This is an optimization exercise on Yosys and OpenROAD, whose aim is small area, a short achievable clock period and few clock cycles, not a production implementation. Power figures rest on the tool's default switching activity, not on a simulated workload.

harbor:
## bdd_deframer
module bdd_deframer (
    input  wire        clk,
    input  wire        rst,
    input  wire        in_valid,
    input  wire [7:0]  in_data,
    output wire        in_ready,
    output wire        out_valid,
    output wire [7:0]  out_data,
    input  wire        out_ready,
    output wire        chunk_done,
    output reg         locked,
    output reg         sel,
    output reg  [15:0] frame_count,
    output reg  [15:0] fcs_err_count,
    output reg  [15:0] in_byte_count,
    output reg  [15:0] out_byte_count
);
Size: about 89 I/O pins.
Settings: LEC_CHECK=0, CAP_MARGIN=20, CORE_MARGIN=2, CORE_UTILIZATION=40, SETUP_SLACK_MARGIN=5, SLEW_MARGIN=20; clock period 10.0 ns.
run.sh (not shown) runs the stock make flow with config.mk's settings and CLKGATE_MAP_FILE= SYNTH_SCRIPT=/design/flow/synth_recipe.tcl, a recipe that flattens the netlist after the stock synthesis.
diff inputs: harbor => cedar
-- flow/design.v --
<<< harbor, line 398
    reg  [7:0] d_prev;
    reg  [8:0] d_tot;
    reg  [2:0] pend;
    reg        sw_cyc, d_fix;
    wire [2:0] d_e  = {1'b0, nev1} - {1'b0, nev0};        
    wire [2:0] d_em = {1'b0, nev1} - {1'b0, nev0} - 3'd1;
    wire [2:0] d_ep = {1'b0, nev1} - {1'b0, nev0} + 3'd1;
    wire       g_dn = gr1 && !gr0;                          
    wire       g_up = gr0 && !gr1;
    wire [2:0] delta = g_dn ? d_em : g_up ? d_ep : d_e;     
    wire [15:0] d_app = add16({{7{d_tot[8]}}, d_tot}, {{13{pend[2]}}, pend}, 1'b0);
    function slt9;                        
>>> cedar, line 398
    reg  [7:0] d_prev;
    reg  [8:0] d_tot;
    reg  [1:0] pn1, pn0;
    reg        pg0, pg1;
    wire [2:0] fe_a = {1'b0, pn1} + {2'b00, pg0};      
    wire [2:0] fe_b = {1'b0, pn0} + {2'b00, pg1};
    wire [2:0] pend = fe_a - fe_b;                      
    reg        sw_cyc, d_fix;
    wire [15:0] d_app = add16({{7{d_tot[8]}}, d_tot}, {{13{pend[2]}}, pend}, 1'b0);
    function slt9;                        
<<< harbor, line 430
            d_prev <= 8'd0;
            d_tot  <= 9'd0;
            pend   <= 3'd0;
            sw_cyc <= 1'b0;
            d_fix  <= 1'b0;
>>> cedar, line 428
            d_prev <= 8'd0;
            d_tot  <= 9'd0;
            pn1    <= 2'd0;
            pn0    <= 2'd0;
            pg0    <= 1'b0;
            pg1    <= 1'b0;
            sw_cyc <= 1'b0;
            d_fix  <= 1'b0;
<<< harbor, line 442
            if (adv && p_v && p_eval) begin
                d_tot <= p_first ? {d_prev[7], d_prev} : d_app[8:0];
                pend  <= delta;
            end else begin
                d_tot <= d_app[8:0];
                pend  <= 3'd0;
            end
        end
>>> cedar, line 443
            if (adv && p_v && p_eval) begin
                d_tot <= p_first ? {d_prev[7], d_prev} : d_app[8:0];
                pn1   <= nev1;
                pn0   <= nev0;
                pg0   <= gr0;
                pg1   <= gr1;
            end else begin
                d_tot <= d_app[8:0];
                pn1   <= 2'd0;
                pn0   <= 2'd0;
                pg0   <= 1'b0;
                pg1   <= 1'b0;
            end
        end
<<< harbor, line 469
    wire [15:0] ib_add = add16(in_byte_count, CHUNK_SIZE, 1'b0);
    reg  cd_r;
    assign chunk_done = cd_r;
    always @(posedge clk) begin
        if (rst || rst_r)
            cd_r <= 1'b0;
        else
            cd_r <= s_v && s_last;
    end
    wire push = s_v && s_good;
    assign q_full = (q_cnt == QD) || ((q_cnt == QD - 1) && (push || (adv && p_v && good_sel)));
>>> cedar, line 476
    wire [15:0] ib_add = add16(in_byte_count, CHUNK_SIZE, 1'b0);
    reg  cd_r;
    assign chunk_done = cd_r && !rst_r;
    wire push = s_v && s_good;
    assign q_full = (q_cnt == QD) || ((q_cnt == QD - 1) && (push || (adv && p_v && good_sel)));
<<< harbor, line 485
            in_byte_count  <= 16'd0;
            out_byte_count <= 16'd0;
        end else begin
            if (s_v) begin
                if (s_good) begin
>>> cedar, line 486
            in_byte_count  <= 16'd0;
            out_byte_count <= 16'd0;
            cd_r           <= 1'b0;
        end else begin
            cd_r <= s_v && s_last;
            if (s_v) begin
                if (s_good) begin
<<< harbor, line 533
    reg  [7:0] f_d, g_d;
    reg  [7:0] nbyte;
    assign out_valid = f_v;
    assign out_data  = f_d;
    wire make = !g_v && ((e_st != E_IDLE) || (q_cnt != 3'd0));
    wire pop  = f_v && out_ready;
    wire [15:0] rp0_inc   = add16({11'd0, rp0}, 16'd0, 1'b1);
    wire [15:0] rp1_inc   = add16({11'd0, rp1}, 16'd0, 1'b1);
>>> cedar, line 536
    reg  [7:0] f_d, g_d;
    reg  [7:0] nbyte;
    assign out_valid = f_v && !rst_r;
    assign out_data  = f_d;
    wire make = !g_v && ((e_st != E_IDLE) || (q_cnt != 3'd0));
    wire pop  = f_v && out_ready && !rst_r;
    wire [15:0] rp0_inc   = add16({11'd0, rp0}, 16'd0, 1'b1);
    wire [15:0] rp1_inc   = add16({11'd0, rp1}, 16'd0, 1'b1);
<<< harbor, line 580
    end
    always @(posedge clk) begin
        if (rst || rst_r) begin
            f_v <= 1'b0;
            g_v <= 1'b0;
>>> cedar, line 583
    end
    always @(posedge clk) begin
        if (rst_r) begin
            f_v <= 1'b0;
            g_v <= 1'b0;
--- outcome ---
Compared with harbor, cedar improves tightest slew margin relative to the limit. In the reports for cedar and harbor, the smaller final cell count belongs to cedar. Against harbor, cedar reports a power share of the clock group that is higher. harbor → cedar: layout overhead on the synthesized area moved up; clock tree buffer count of the final layout moved up; number of detailed-route iterations in the first pass moved down; multiplexer share of the synthesized area moved down. Total non-filler cell area in the finished layout delta (cedar -> harbor): insignificant. Between cedar and harbor, the difference in horizontal die dimension is negligible. Looking at cedar and harbor, the cell area after synthesis is a wash. Lower sequential element share of the synthesized area goes to harbor over cedar. Clock power, cedar and harbor, higher one = cedar.
Function was not checked in any run of this note: the RTL went through the layout flow alone.

bdd_deframer, a different RTL version from the one above (not shown whole).
Size in the first run: ~3000 cells after synthesis, about 940 flip-flops, roughly 42000 um^2 of cells after synthesis.
Design bdd_deframer, start of the top module:
module bdd_deframer (
    input  wire        clk,
    input  wire        rst,
    input  wire        in_valid,
    input  wire [7:0]  in_data,
    output wire        in_ready,
    output wire        out_valid,
    output wire [7:0]  out_data,
    input  wire        out_ready,
    output wire        chunk_done,
    output reg         locked,
    output reg         sel,
    output reg  [15:0] frame_count,
    output reg  [15:0] fcs_err_count,
    output reg  [15:0] in_byte_count,
    output reg  [15:0] out_byte_count
);
make LEC_CHECK=0 CAP_MARGIN=20 CORE_MARGIN=2 CORE_UTILIZATION=40 SETUP_SLACK_MARGIN=5 SLEW_MARGIN=20 finish   # period 10.0 ns
==> next run, changes <==
--- a/flow/design.v
+++ b/flow/design.v
@@ -300,31 +300,27 @@
     reg  [2:0] q_cnt;
     wire [15:0] u0 = add16({11'd0, base0}, {11'h7FF, ~rp0}, 1'b1);    
     wire [15:0] u1 = add16({11'd0, base1}, {11'h7FF, ~rp1}, 1'b1);
     wire [15:0] s0 = add16({10'd0, count0}, {11'd0, u0[4:0]}, 1'b0);
     wire [15:0] s1 = add16({10'd0, count1}, {11'd0, u1[4:0]}, 1'b0);
     wire full0 = (u0[4:0] != 5'd0) && (s0[5:0] >= 6'd31);
     wire full1 = (u1[4:0] != 5'd0) && (s1[5:0] >= 6'd31);
     wire q_full;
-    wire stall_n = full0 || full1 || q_full || (adv && p_v && p_eval && p_last);
     reg  stall;
     always @(posedge clk) begin
         if (rst_r) stall <= 1'b0;
-        else     stall <= stall_n;
+        else     stall <= full0 || full1 || q_full || (adv && p_v && p_eval && p_last);
     end
-    reg  in_rdy;
-    always @(posedge clk)
-        in_rdy <= (rst_r || !stall_n) && !rst;
     wire adv   = !stall;
     reg  [5:0] byte_idx;
     reg  [1:0] phase;
     reg        r_v, r_first, r_last, r_eval;
     reg  [7:0] r_byte;
-    assign in_ready = in_rdy;
+    assign in_ready = adv && !rst_r;
     wire take   = in_valid && in_ready;
     wire [15:0] bidx_inc = add16({10'd0, byte_idx}, 16'd0, 1'b1);
     always @(posedge clk) begin
         if (rst_r) begin
             byte_idx <= 6'd0;
             phase    <= 2'd0;
             r_v      <= 1'b0;
         end else if (adv) begin
@@ -390,57 +386,47 @@
             p_eval  <= q_eval;
         end
     end
     wire       good_sel = sel ? good1 : good0;
     wire       ce_sel   = sel ? ce1   : ce0;
     wire [4:0] len_sel  = sel ? len1  : len0;
     reg  [7:0] d_prev;
     reg  [8:0] d_tot;
-    reg  [1:0] pn1, pn0;
-    reg        pg0, pg1;
-    wire [2:0] fe_a = {1'b0, pn1} + {2'b00, pg0};      
-    wire [2:0] fe_b = {1'b0, pn0} + {2'b00, pg1};
-    wire [2:0] pend = fe_a - fe_b;                      
+    reg  [2:0] pend;
     reg        sw_cyc, d_fix;
+    wire [2:0] fe_a = {1'b0, nev1} + {2'b00, gr0};     
+    wire [2:0] fe_b = {1'b0, nev0} + {2'b00, gr1};
+    wire [2:0] delta = fe_a - fe_b;                      
     wire [15:0] d_app = add16({{7{d_tot[8]}}, d_tot}, {{13{pend[2]}}, pend}, 1'b0);
     wire       d_neg  = d_app[8];
     wire       d_zero = (d_app[8:0] == 9'd0);
     wire do_switch = sw_cyc && (sel ? (!d_neg && !d_zero) : d_neg);
     wire [15:0] d_cur = add16({{7{d_tot[8]}}, d_tot}, {8'hFF, ~d_prev}, 1'b1);    
     always @(posedge clk) begin
         if (rst_r) begin
             sel    <= 1'b0;
             d_prev <= 8'd0;
             d_tot  <= 9'd0;
-            pn1    <= 2'd0;
-            pn0    <= 2'd0;
-            pg0    <= 1'b0;
-            pg1    <= 1'b0;
+            pend   <= 3'd0;
             sw_cyc <= 1'b0;
             d_fix  <= 1'b0;
         end else begin
             sw_cyc <= adv && p_v && p_eval && p_last;
             d_fix  <= sw_cyc;
             if (d_fix)
                 d_prev <= d_cur[7:0];
             if (do_switch)
                 sel <= ~sel;
             if (adv && p_v && p_eval) begin
                 d_tot <= p_first ? {d_prev[7], d_prev} : d_app[8:0];
-                pn1   <= nev1;
-                pn0   <= nev0;
-                pg0   <= gr0;
-                pg1   <= gr1;
+                pend  <= delta;
             end else begin
                 d_tot <= d_app[8:0];
-                pn1   <= 2'd0;
-                pn0   <= 2'd0;
-                pg0   <= 1'b0;
-                pg1   <= 1'b0;
+                pend  <= 3'd0;
             end
         end
     end
     reg        s_v, s_good, s_ce, s_last, s_dec;
     reg  [4:0] s_len;
     always @(posedge clk) begin
         if (rst_r)
             s_v <= 1'b0;
After rerunning: The new run ran to the end with no violations; area after synthesis decreases by about 0.56%; via count decreases by about 0.5%; utilization increases by 0.61 points; clock-buffer cell count decreases by 15; cell area barely changes; non-clock buffer count increases by 15; sequential cell count decreases by 4; combinational power increases by about 50%; global-route usage is about the same; total power increases by about 9%.
No functional check of the RTL was part of any run of this note.

==> re-timing with driven ports <==
The results above use ideal ports. As a check the final layouts listed here were re-extracted and re-timed, cells and wires unchanged.
Step 1: set_driving_cell puts a clkbuf_16 on clk and a buf_2 on each other input, an assumption about the parent block.
Step 2 times the ports against the registers' clock, not the clock port: input delays grow and output delays shrink by t, the midpoint of the rising clock arrivals with the driver on.
Slacks: ideal ports / drivers / drivers and shift; pairs: ideal ports / drivers.
| run | shift t [ns] | slack for setup (ns) | hold slack, ns | worst data-port slew with drivers (ns) |
|---|---|---|---|---|
| harbor | 0.721 | 6.166 / 6.100 / 6.090 | 0.393 / 0.393 / 0.393 | 0.05 |
| cedar | 0.730 | 5.835 / 5.767 / 6.169 | 0.382 / 0.382 / 0.382 | 0.04 |
| the first run of note 2 | 0.723 | 5.552 / 5.491 / 5.829 | 0.387 / 0.387 / 0.387 | 0.04 |
| the second run of note 2 | 0.735 | 5.811 / 5.745 / 5.972 | 0.394 / 0.394 / 0.394 | 0.05 |
After both steps every run listed still meets setup and hold. The setup slack of harbor, which loses most, moves by -0.066 ns with the drivers and by -0.076 ns with both steps.
